What follows belongs to an exercise in optimizing a design on an open flow for small area; a production flow would make more cautious choices. The RTL was checked by simulation tests, not by an equivalence proof against the original design. Power figures rest on the tool's default switching activity, not on a simulated workload.

==> v24: inputs <==
==> flow/design.v <==
module jd_beacon #(
    parameter integer F_CLK         = 4000000,
    parameter integer TICK_PRESCALE = 26,
    parameter integer FAST_COUNTS   = 20,
    parameter integer SLOW_DIV      = 40,
    parameter integer BIT_CYCLES    = 200
) (
    input  wire        clk,
    input  wire        rst,
    input  wire        cmd_valid,
    input  wire [15:0] cmd,
    input  wire        rx_line,
    input  wire [7:0]  prov_byte,
    output wire        carrier,
    output wire        tx_line,
    output wire [2:0]  led,
    output wire        fast_tick,
    output wire        slow_tick,
    output wire        irq_fast,
    output wire        irq_slow,
    output wire        irq_rx,
    output wire [7:0]  rx_byte,
    output wire        prov_take,
    output wire        tx_done,
    output wire        tx_ready,
    output wire [$clog2(FAST_COUNTS)-1:0] tick_count,
    output wire        cmd_fault
);
    localparam integer CARRIER_HALF = (F_CLK / 38000) / 2;
    localparam integer MID          = BIT_CYCLES / 2;
    reg        tick_en;
    reg [4:0]  pre_cnt;
    reg [4:0]  base_cnt;
    reg [5:0]  slow_cnt;
    reg [1:0]  fast_slot, slow_slot;
    reg        light_en;
    reg [2:0]  mask;
    reg [6:0]  brightness;
    reg [6:0]  pwm_cnt;
    reg        gate;
    reg        ir_en;
    reg [5:0]  car_cnt;
    reg        carrier_q;
    reg [9:0]  tx_sr;         
    reg [7:0]  tx_cnt;        
    reg        rx_intent, rx_hw_en, rx_prev, rx_busy;
    reg [9:0]  rx_sr;         
    reg [7:0]  rx_cnt;        
    reg [7:0]  rx_data;
    reg        rxh_reg, txp_reg;
    reg        ev_fast, irq_fast_q, irq_slow_q, irq_rx_q;
    reg        prov_take_q, tx_done_q, cmd_fault_q;
    wire [7:0] op = cmd[15:8];
    wire [7:0] k  = cmd[7:0];
    wire       tx_wrap  = (tx_cnt == 8'd76);             
    wire       tx_nz    = |tx_sr[9:1];
    wire       tx_busy  = tx_nz | tx_sr[0];
    wire       tx_fin   = tx_wrap & ~tx_nz & tx_sr[0];
    wire       tx_busy1 = tx_nz | (tx_sr[0] & ~tx_wrap);
    wire [9:0] tx_sh    = tx_wrap ? {1'b0, tx_sr[9:1]} : tx_sr;
    wire pre_term   = tick_en & (pre_cnt == 5'd13);      
    wire base_term  = (base_cnt == FAST_COUNTS - 1);
    wire fast_ev    = pre_term & base_term;
    wire slow_ev    = fast_ev & (slow_cnt == 6'd51);
    wire f_pwm  = fast_ev & (fast_slot == 2'd1);
    wire s_pwm  = slow_ev & (slow_slot == 2'd1);
    wire irtx   = ir_en & txp_reg & ((fast_ev & (fast_slot == 2'd2)) |
                                     (slow_ev & (slow_slot == 2'd2)));
    wire kz_hi = (k[7:2] == 6'd0);
    wire k0    = kz_hi & (k[1:0] == 2'd0);
    wire c_nop   = (op == 8'h00) & k0;
    wire c_tinit = (op == 8'h10) & k0;
    wire c_rfast = (op == 8'h11) & kz_hi;
    wire c_rslow = (op == 8'h12) & kz_hi;
    wire c_linit = (op == 8'h20) & k0;
    wire c_chan  = (op == 8'h21) & (k[6:2] == 5'd0) & ~(k[1] & k[0]);
    wire c_alloff= (op == 8'h22) & k0;
    wire c_bright= (op == 8'h23);
    wire c_irinit= (op == 8'h30) & k0;
    wire c_rxen  = (op == 8'h31) & k0;
    wire c_rxdis = (op == 8'h32) & k0;
    wire c_rxsus = (op == 8'h33) & k0;
    wire c_rxh   = (op == 8'h34) & kz_hi & ~k[1];
    wire c_txp   = (op == 8'h35) & kz_hi & ~k[1];
    wire c_txst  = (op == 8'h36) & k0;
    wire c_txsp  = (op == 8'h37) & k0;
    wire c_xmit  = (op == 8'h38);
    wire legal = c_nop | c_tinit | c_rfast | c_rslow | c_linit | c_chan | c_alloff |
                 c_bright | c_irinit | c_rxen | c_rxdis | c_rxsus | c_rxh | c_txp |
                 c_txst | c_txsp | c_xmit;
    wire v = cmd_valid;
    wire push_p = irtx & ~tx_busy1;
    wire push_c = v & c_xmit & ir_en & ~tx_busy1 & ~irtx;
    wire push   = push_p | push_c;
    wire [7:0] push_byte = irtx ? prov_byte : k;
    wire hw1      = rx_hw_en | (tx_fin & rx_intent);
    wire rx_start = ~rx_busy & ir_en & hw1 & rx_prev & ~rx_line;
    wire rx_ev    = rx_busy & (rx_cnt == 8'd39);       
    wire rx_fin   = rx_ev & rx_sr[0];
    wire rx_kill  = irtx | (v & (c_rxdis | c_rxsus));
    genvar     gi;
    wire       pstep = f_pwm | s_pwm;
    wire       dbl   = f_pwm & s_pwm;
    wire       q0    = (pwm_cnt == 7'd0);
    wire       q99   = (pwm_cnt == 7'd99);
    wire [6:0] qs;
    wire [6:0] qk;                                        
    assign qk[0] = pstep & ~dbl;
    assign qk[1] = dbl | (pwm_cnt[0] & qk[0]);
    generate for (gi = 2; gi < 7; gi = gi + 1) begin : g_qk
        assign qk[gi] = qk[gi-1] & pwm_cnt[gi-1];
    end endgenerate
    assign qs = pwm_cnt ^ qk;
    wire       qwrap = (qs[6:2] == 5'b11001);             
    wire [6:0] qn    = qwrap ? {6'd0, qs[0]} : qs;
    wire [6:0] qd    = pwm_cnt ^ brightness;
    wire [6:0] qc;                                        
    assign qc[0] = 1'b1;
    generate for (gi = 1; gi < 7; gi = gi + 1) begin : g_qc
        assign qc[gi] = qc[gi-1] & pwm_cnt[gi-1];
    end endgenerate
    wire       eqA   = (qd == 7'd0);
    wire       eqB   = q99 ? (brightness == 7'd0) : (qd == qc);
    wire       gA    = ~eqA & (q0 | gate);
    wire       g2    = ~pstep ? gate : ~dbl  ? gA : (~eqB & (q99 | gA));
    always @(posedge clk) begin
        pre_cnt <= tick_en ? {pre_cnt[3:0], ~(pre_cnt[4] ^ pre_cnt[1]) ^ pre_term} : 5'd26;
        car_cnt <= ir_en ? {car_cnt[4:0], ~(car_cnt[5] ^ car_cnt[0]) ^ (car_cnt == 6'd41)} : 6'd18;
        rx_prev <= rx_line;
        tx_cnt <= push ? 8'd153 : {tx_cnt[6:0], ~(tx_cnt[7] ^ tx_cnt[2]) ^ tx_wrap};
        rx_cnt <= rx_start ? 8'd153 : {rx_cnt[6:0], ~(rx_cnt[7] ^ rx_cnt[2]) ^ (rx_cnt == 8'd76)};
        if (rx_start)
            rx_sr <= 10'b10_0000_0000;
        else if (rx_ev)
            rx_sr <= {rx_line, rx_sr[9:1]};
        if (rst) begin
            tick_en     <= 1'b0;
            base_cnt    <= 5'd0;
            slow_cnt    <= 6'd38;
            fast_slot   <= 2'd0;
            slow_slot   <= 2'd0;
            light_en    <= 1'b0;
            mask        <= 3'b000;
            brightness  <= 7'd0;
            pwm_cnt     <= 7'd1;
            gate        <= 1'b0;
            ir_en       <= 1'b0;
            carrier_q   <= 1'b0;
            tx_sr       <= 10'd0;
            rx_intent   <= 1'b0;
            rx_hw_en    <= 1'b0;
            rx_busy     <= 1'b0;
            rx_data     <= 8'h00;
            rxh_reg     <= 1'b0;
            txp_reg     <= 1'b0;
            ev_fast     <= 1'b0;
            irq_fast_q  <= 1'b0;
            irq_slow_q  <= 1'b0;
            irq_rx_q    <= 1'b0;
            prov_take_q <= 1'b0;
            tx_done_q   <= 1'b0;
            cmd_fault_q <= 1'b0;
        end else begin
            tick_en  <= tick_en | (v & (c_tinit | c_linit | c_irinit));
            if (pre_term)
                base_cnt <= base_term ? 5'd0 : base_cnt + 5'd1;
            if (fast_ev)
                slow_cnt <= {slow_cnt[4:0], ~(slow_cnt[5] ^ slow_cnt[0]) ^ (slow_cnt == 6'd51)};
            if (v & (c_rfast | c_linit))
                fast_slot <= {k[1], k[0] | c_linit};
            if (v & (c_rslow | c_txst | c_txsp))
                slow_slot <= {k[1] | c_txst, k[0]};
            light_en <= light_en | (v & c_linit);
            if (v & c_alloff)
                mask <= 3'b000;
            else if (v & c_chan)
                mask[k[1:0]] <= k[7];
            if (v & c_bright)
                brightness <= k[6:0] | {7{k[7]}};    
            pwm_cnt <= qn;
            gate <= g2;
            ir_en <= ir_en | (v & c_irinit);
            carrier_q <= ir_en & (carrier_q ^ (car_cnt == 6'd41));
            tx_sr <= push ? {1'b1, push_byte, 1'b0} : tx_sh;
            rx_intent <= (rx_intent | (v & c_rxen)) & ~(v & c_rxdis);
            rx_hw_en  <= ((hw1 & ~rx_kill) | (v & c_rxen));
            rx_busy   <= (rx_start | (rx_busy & ~rx_fin)) & ~rx_kill;
            if (rx_fin)
                rx_data <= rx_sr[9:2];
            rxh_reg <= (v & c_rxh) ? k[0] : rxh_reg;
            txp_reg <= (v & c_txp) ? k[0] : txp_reg;
            ev_fast     <= fast_ev;
            irq_fast_q  <= fast_ev & (fast_slot == 2'd3);
            irq_slow_q  <= slow_ev & (slow_slot == 2'd3);
            irq_rx_q    <= rx_fin & rxh_reg;
            prov_take_q <= irtx;
            tx_done_q   <= tx_fin;
            cmd_fault_q <= cmd_fault_q | (v & ~legal);
        end
    end
    assign carrier    = carrier_q;
    assign tx_line    = tx_sr[0] | ~tx_nz;
    assign led        = (light_en & gate) ? mask : 3'b000;
    assign fast_tick  = ev_fast;
    assign slow_tick  = ev_fast & (slow_cnt == 6'd38);
    assign irq_fast   = irq_fast_q;
    assign irq_slow   = irq_slow_q;
    assign irq_rx     = irq_rx_q;
    assign rx_byte    = rx_data;
    assign prov_take  = prov_take_q;
    assign tx_done    = tx_done_q;
    assign tx_ready   = ir_en & ~tx_busy;
    assign tick_count = base_cnt;
    assign cmd_fault  = cmd_fault_q;
endmodule
==> flow/flow/run.sh <==
#!/bin/bash
# Layout: the standard flow (standard.sh) with
#  - synthesis: the standard script, abc run with flow/area.abc (area-oriented:
#    deepsyn AIG optimisation, then amap);
#  - port buffers: sky130_fd_sc_hd__buf_1 on every input and output;
#  - CTS: small clock buffers, no dummy loads.
# Each tool's full output is in ORFS's logs (orfs/logs); make's output in flow.log.
set -euo pipefail
HERE=$(pwd)
export FLOW_ABC_SCRIPT=$HERE/flow/area.abc
sed -e "s|SYNTH_SCRIPT=[^ ]*|SYNTH_SCRIPT=$HERE/flow/my_synth.tcl|" standard.sh > my_standard.sh
bash my_standard.sh \
  BUFFER_PORTS_ARGS="-buffer_cell sky130_fd_sc_hd__buf_1" \
  CTS_ARGS="-sink_clustering_enable -repair_clock_nets -buf_list {sky130_fd_sc_hd__clkbuf_2 sky130_fd_sc_hd__clkbuf_4 sky130_fd_sc_hd__clkbuf_8} -dont_use_dummy_load" \
  finish > flow.log 2>&1
==> flow/flow/area.abc <==
strash
&get -n
&deepsyn -T 60
&put
dc2
dch -f
amap
topo
stime -c
==> flow/flow/my_synth.tcl <==
# The standard synthesis script, with abc pointed at an area-oriented
# script (FLOW_ABC_SCRIPT). Registers are mapped before abc runs, so the
# registers, their names and cell types are those of the standard synthesis.
proc synth {args} { yosys synth -nofsm -noshare {*}$args }
proc abc {args} {
  set i [lsearch -exact $args -script]
  if { $i >= 0 && [info exists ::env(FLOW_ABC_SCRIPT)] } {
    lset args [expr {$i + 1}] $::env(FLOW_ABC_SCRIPT)
  }
  yosys abc {*}$args
}
source $::env(SCRIPTS_DIR)/synth.tcl
# left out here: clear keep_hierarchy, flatten, clean up, hide names made inside functions, write 1_2_yosys.v
==> flow/standard.sh <==
#!/bin/bash
# synth_recipe.tcl (not shown) runs the flow's synth.tcl, then flattens the netlist and writes it again
# the make line also repeats each setting of config.mk as NAME=value (left out here)
make -C /OpenROAD-flow-scripts/flow DESIGN_CONFIG=/design/flow/config.mk WORK_HOME=/design/flow/orfs CLKGATE_MAP_FILE= SYNTH_SCRIPT=/design/flow/synth_recipe.tcl "${@:-finish}"
==> flow/config.mk <==
export PLATFORM = sky130hd
export DESIGN_NAME = jd_beacon
export DESIGN_NICKNAME = jd_beacon
export VERILOG_FILES = /design/flow/design.v
export SDC_FILE = /design/flow/constraint.sdc
export NUM_CORES = 4
export LEC_CHECK = 0
export CAP_MARGIN = 20
export CORE_MARGIN = 4
export CORE_UTILIZATION = 40
export SLEW_MARGIN = 20
==> flow/constraint.sdc <==
create_clock -name core_clock -period 10.0 [get_ports {clk}]
set_input_delay 2.0000 -clock core_clock [delete_from_list [all_inputs] [get_ports {clk}]]
set_output_delay 2.0000 -clock core_clock [all_outputs]
set_load 0.01 [all_outputs]
==> v5 (differences from v24) <==
==> flow/design.v, changed modules only <==
module jd_beacon #(
    parameter integer F_CLK         = 4000000,
    parameter integer TICK_PRESCALE = 26,
    parameter integer FAST_COUNTS   = 20,
    parameter integer SLOW_DIV      = 40,
    parameter integer BIT_CYCLES    = 200
) (
    input  wire        clk,
    input  wire        rst,
    input  wire        cmd_valid,
    input  wire [15:0] cmd,
    input  wire        rx_line,
    input  wire [7:0]  prov_byte,
    output wire        carrier,
    output wire        tx_line,
    output wire [2:0]  led,
    output wire        fast_tick,
    output wire        slow_tick,
    output wire        irq_fast,
    output wire        irq_slow,
    output wire        irq_rx,
    output wire [7:0]  rx_byte,
    output wire        prov_take,
    output wire        tx_done,
    output wire        tx_ready,
    output wire [$clog2(FAST_COUNTS)-1:0] tick_count,
    output wire        cmd_fault
);
    localparam integer CARRIER_HALF = (F_CLK / 38000) / 2;
    localparam integer MID          = BIT_CYCLES / 2;
    reg        tick_en;
    reg [4:0]  pre_cnt;
    reg [4:0]  base_cnt;
    reg [5:0]  slow_cnt;
    reg [1:0]  fast_slot, slow_slot;
    reg        light_en;
    reg [2:0]  mask;
    reg [6:0]  brightness;
    reg [6:0]  pwm_cnt;
    reg        gate;
    reg        ir_en;
    reg [5:0]  car_cnt;
    reg        carrier_q;
    reg [9:0]  tx_sr;         
    reg [7:0]  tx_cnt;        
    reg        rx_intent, rx_hw_en, rx_prev, rx_busy;
    reg [9:0]  rx_sr;         
    reg [7:0]  rx_cnt;        
    reg [7:0]  rx_data;
    reg        rxh_reg, txp_reg;
    reg        ev_fast, irq_fast_q, irq_slow_q, irq_rx_q;
    reg        prov_take_q, tx_done_q, cmd_fault_q;
    wire [7:0] op = cmd[15:8];
    wire [7:0] k  = cmd[7:0];
    wire       tx_wrap  = (tx_cnt == 8'd76);             
    wire       tx_nz    = |tx_sr[9:1];
    wire       tx_busy  = tx_nz | tx_sr[0];
    wire       tx_fin   = tx_wrap & ~tx_nz & tx_sr[0];
    wire       tx_busy1 = tx_nz | (tx_sr[0] & ~tx_wrap);
    wire [9:0] tx_sh    = tx_wrap ? {1'b0, tx_sr[9:1]} : tx_sr;
    wire pre_term   = tick_en & (pre_cnt == 5'd13);      
    wire base_term  = (base_cnt == FAST_COUNTS - 1);
    wire fast_ev    = pre_term & base_term;
    wire slow_ev    = fast_ev & (slow_cnt == 6'd51);
    wire f_pwm  = fast_ev & (fast_slot == 2'd1);
    wire s_pwm  = slow_ev & (slow_slot == 2'd1);
    wire irtx   = ir_en & txp_reg & ((fast_ev & (fast_slot == 2'd2)) |
                                     (slow_ev & (slow_slot == 2'd2)));
    wire kz_hi = (k[7:2] == 6'd0);
    wire k0    = kz_hi & (k[1:0] == 2'd0);
    wire c_nop   = (op == 8'h00) & k0;
    wire c_tinit = (op == 8'h10) & k0;
    wire c_rfast = (op == 8'h11) & kz_hi;
    wire c_rslow = (op == 8'h12) & kz_hi;
    wire c_linit = (op == 8'h20) & k0;
    wire c_chan  = (op == 8'h21) & (k[6:2] == 5'd0) & ~(k[1] & k[0]);
    wire c_alloff= (op == 8'h22) & k0;
    wire c_bright= (op == 8'h23);
    wire c_irinit= (op == 8'h30) & k0;
    wire c_rxen  = (op == 8'h31) & k0;
    wire c_rxdis = (op == 8'h32) & k0;
    wire c_rxsus = (op == 8'h33) & k0;
    wire c_rxh   = (op == 8'h34) & kz_hi & ~k[1];
    wire c_txp   = (op == 8'h35) & kz_hi & ~k[1];
    wire c_txst  = (op == 8'h36) & k0;
    wire c_txsp  = (op == 8'h37) & k0;
    wire c_xmit  = (op == 8'h38);
    wire legal = c_nop | c_tinit | c_rfast | c_rslow | c_linit | c_chan | c_alloff |
                 c_bright | c_irinit | c_rxen | c_rxdis | c_rxsus | c_rxh | c_txp |
                 c_txst | c_txsp | c_xmit;
    wire v = cmd_valid;
    wire push_p = irtx & ~tx_busy1;
    wire push_c = v & c_xmit & ir_en & ~tx_busy1 & ~irtx;
    wire push   = push_p | push_c;
    wire [7:0] push_byte = irtx ? prov_byte : k;
    wire hw1      = rx_hw_en | (tx_fin & rx_intent);
    wire rx_start = ~rx_busy & ir_en & hw1 & rx_prev & ~rx_line;
    wire rx_ev    = rx_busy & (rx_cnt == 8'd39);       
    wire rx_fin   = rx_ev & rx_sr[0];
    wire rx_kill  = irtx | (v & (c_rxdis | c_rxsus));
    wire       pstep = f_pwm | s_pwm;
    wire       dbl   = f_pwm & s_pwm;
    wire       q0    = (pwm_cnt == 7'd0);
    wire       q99   = (pwm_cnt == 7'd99);
    wire [6:0] q1    = q99 ? 7'd0 : pwm_cnt + 7'd1;
    wire [6:0] q2    = (q1 == 7'd99) ? 7'd0 : q1 + 7'd1;
    wire       eqA   = (pwm_cnt == brightness);
    wire       eqB   = (q1 == brightness);
    wire       gA    = ~eqA & (q0 | gate);
    wire       g2    = ~pstep ? gate : ~dbl  ? gA : (~eqB & (q99 | gA));
    always @(posedge clk) begin
        tx_cnt <= push ? 8'd153 : {tx_cnt[6:0], ~(tx_cnt[7] ^ tx_cnt[2]) ^ tx_wrap};
        rx_cnt <= rx_start ? 8'd153 : {rx_cnt[6:0], ~(rx_cnt[7] ^ rx_cnt[2]) ^ (rx_cnt == 8'd76)};
        if (rx_start)
            rx_sr <= 10'b10_0000_0000;
        else if (rx_ev)
            rx_sr <= {rx_line, rx_sr[9:1]};
        if (rst) begin
            tick_en     <= 1'b0;
            pre_cnt     <= 5'd26;
            base_cnt    <= 5'd0;
            slow_cnt    <= 6'd38;
            fast_slot   <= 2'd0;
            slow_slot   <= 2'd0;
            light_en    <= 1'b0;
            mask        <= 3'b000;
            brightness  <= 7'd0;
            pwm_cnt     <= 7'd1;
            gate        <= 1'b0;
            ir_en       <= 1'b0;
            car_cnt     <= 6'd18;
            carrier_q   <= 1'b0;
            tx_sr       <= 10'd0;
            rx_intent   <= 1'b0;
            rx_hw_en    <= 1'b0;
            rx_prev     <= 1'b1;
            rx_busy     <= 1'b0;
            rx_data     <= 8'h00;
            rxh_reg     <= 1'b0;
            txp_reg     <= 1'b0;
            ev_fast     <= 1'b0;
            irq_fast_q  <= 1'b0;
            irq_slow_q  <= 1'b0;
            irq_rx_q    <= 1'b0;
            prov_take_q <= 1'b0;
            tx_done_q   <= 1'b0;
            cmd_fault_q <= 1'b0;
        end else begin
            tick_en  <= tick_en | (v & (c_tinit | c_linit | c_irinit));
            pre_cnt  <= tick_en ? {pre_cnt[3:0], ~(pre_cnt[4] ^ pre_cnt[1]) ^ pre_term} : 5'd26;
            if (pre_term)
                base_cnt <= base_term ? 5'd0 : base_cnt + 5'd1;
            if (fast_ev)
                slow_cnt <= {slow_cnt[4:0], ~(slow_cnt[5] ^ slow_cnt[0]) ^ (slow_cnt == 6'd51)};
            if (v & (c_rfast | c_linit))
                fast_slot <= c_linit ? 2'd1 : k[1:0];
            if (v & (c_rslow | c_txst | c_txsp))
                slow_slot <= c_txst ? 2'd2 : (c_txsp ? 2'd0 : k[1:0]);
            light_en <= light_en | (v & c_linit);
            if (v & c_alloff)
                mask <= 3'b000;
            else if (v & c_chan)
                mask[k[1:0]] <= k[7];
            if (v & c_bright)
                brightness <= k[6:0] | {7{k[7]}};    
            if (f_pwm | s_pwm)
                pwm_cnt <= dbl ? q2 : q1;
            gate <= g2;
            ir_en <= ir_en | (v & c_irinit);
            car_cnt   <= ir_en ? {car_cnt[4:0], ~(car_cnt[5] ^ car_cnt[0]) ^ (car_cnt == 6'd41)} : 6'd18;
            carrier_q <= ir_en & (carrier_q ^ (car_cnt == 6'd41));
            tx_sr <= push ? {1'b1, push_byte, 1'b0} : tx_sh;
            rx_intent <= (rx_intent | (v & c_rxen)) & ~(v & c_rxdis);
            rx_hw_en  <= ((hw1 & ~rx_kill) | (v & c_rxen));
            rx_prev   <= rx_line;
            rx_busy   <= (rx_start | (rx_busy & ~rx_fin)) & ~rx_kill;
            if (rx_fin)
                rx_data <= rx_sr[9:2];
            rxh_reg <= (v & c_rxh) ? k[0] : rxh_reg;
            txp_reg <= (v & c_txp) ? k[0] : txp_reg;
            ev_fast     <= fast_ev;
            irq_fast_q  <= fast_ev & (fast_slot == 2'd3);
            irq_slow_q  <= slow_ev & (slow_slot == 2'd3);
            irq_rx_q    <= rx_fin & rxh_reg;
            prov_take_q <= irtx;
            tx_done_q   <= tx_fin;
            cmd_fault_q <= cmd_fault_q | (v & ~legal);
        end
    end
    assign carrier    = carrier_q;
    assign tx_line    = tx_sr[0] | ~tx_nz;
    assign led        = (light_en & gate) ? mask : 3'b000;
    assign fast_tick  = ev_fast;
    assign slow_tick  = ev_fast & (slow_cnt == 6'd38);
    assign irq_fast   = irq_fast_q;
    assign irq_slow   = irq_slow_q;
    assign irq_rx     = irq_rx_q;
    assign rx_byte    = rx_data;
    assign prov_take  = prov_take_q;
    assign tx_done    = tx_done_q;
    assign tx_ready   = ir_en & ~tx_busy;
    assign tick_count = base_cnt;
    assign cmd_fault  = cmd_fault_q;
endmodule
==> flow/run.sh (new file) <==
#!/bin/bash
# synth_recipe.tcl (not shown) runs the flow's synth.tcl, then flattens the netlist and writes it again
# the make line also repeats each setting of config.mk as NAME=value (left out here)
make -C /OpenROAD-flow-scripts/flow DESIGN_CONFIG=/design/flow/config.mk WORK_HOME=/design/flow/orfs CLKGATE_MAP_FILE= SYNTH_SCRIPT=/design/flow/synth_recipe.tcl finish
Settings changed: CORE_MARGIN 4 to 2.
removed: flow/flow/run.sh
removed: flow/flow/area.abc
removed: flow/flow/my_synth.tcl
removed: flow/standard.sh
==> comparison <==
In v24 the register-to-register slack is worse than in v5, by 1.3 ns. Against v5, the synthesized cell count of v24 is lower by 11%. In v24 the sequential share of layout area is higher than in v5, by 8.9 points. Against v24, the maximum frequency of v5 is larger by about 2%. Of v24 and v5, v5 has the higher global-route usage (gap 2.4 points). Die area: v24 is lower than v5 (about 9%). Synthesized area: v24 is lower than v5 (16%). Between v5 and v24, the lower sequential power is in v5 (gap 6.7%, measured against v24). Of v5 and v24, v5 has the higher worst setup slack (gap 0.086 ns). Wire length: v24 is smaller than v5 (19%). Design area: v24 is lower than v5 (about 20%).
==> figures <==
quantity	v24	v5
Outcome	finished clean	finished clean
Sequential cell area share	43.82%	34.92%
Xor and xnor area share after synthesis	0%	3.795%
Summed instance area of the synthesized netlist	4280 sq um	5077 sq um
Syn_area_per_cell	8.426 sq um	8.877 sq um
Non-clock buffer total of the final layout	57	55
Die Y	111.4 um	116.7 um
Final Util	46.26%	48.09%
Share of power burned in registers	64.0%	50.9%
Crit share post-route	41.95%	41.09%
Simple-gate portion of the synthesized area	21.63%	28.93%
Busiest grt layer	met1	met2
Levels on crit path	20	4
Post-detailed-routing wire length	9.883 mm	12.23 mm
First-pass GRT wire length	16.63 mm	19.76 mm
Core outline area	10,370 sq um	12,520 sq um
Non-clk invs	90	20
Cell area after layout	4797 sq um	6020 sq um
Number of vias in the routed layout	3,713	4,244
Combinational Power Share	6.8%	4.1%
Number of inserted filler cells in the final layout	1,057	1,246
Post-Place Setup Slack	5.755 ns	5.661 ns
Origin of the worst setup path	tick_en$_SDFF_PP0_	tx_sr[4]$_SDFFE_PP0P_

-- port drivers added, routing unchanged --
The flow's constraints put no driver on any port. The routed layouts listed below were extracted and timed again, unchanged, in two steps. Step 1 assumes that a clkbuf_16 drives the clock port and a buf_2 every other input. Step 2 times the ports against the registers' clock, not the clock port: input delays grow and output delays shrink by t, the midpoint of the rising clock arrivals with the driver on. Three values: ideal ports, drivers, drivers and shift; two values: the first two.
| run | t (ns) | slack for setup (ns) | slew at the worst register clock pin (ns) | worst slew at a driven data input, ns |
|---|---|---|---|---|
| v24 | 0.379 | 5.805 / 5.805 / 5.722 | 0.11 / 0.11 | 0.05 |
| v5 | 0.392 | 5.891 / 5.852 / 5.602 | 0.07 / 0.07 | 0.05 |
After both steps setup and hold are still met in every run listed. For v5, which loses most, drivers alone change the setup slack by -0.039 ns; drivers and shift together by -0.289 ns.
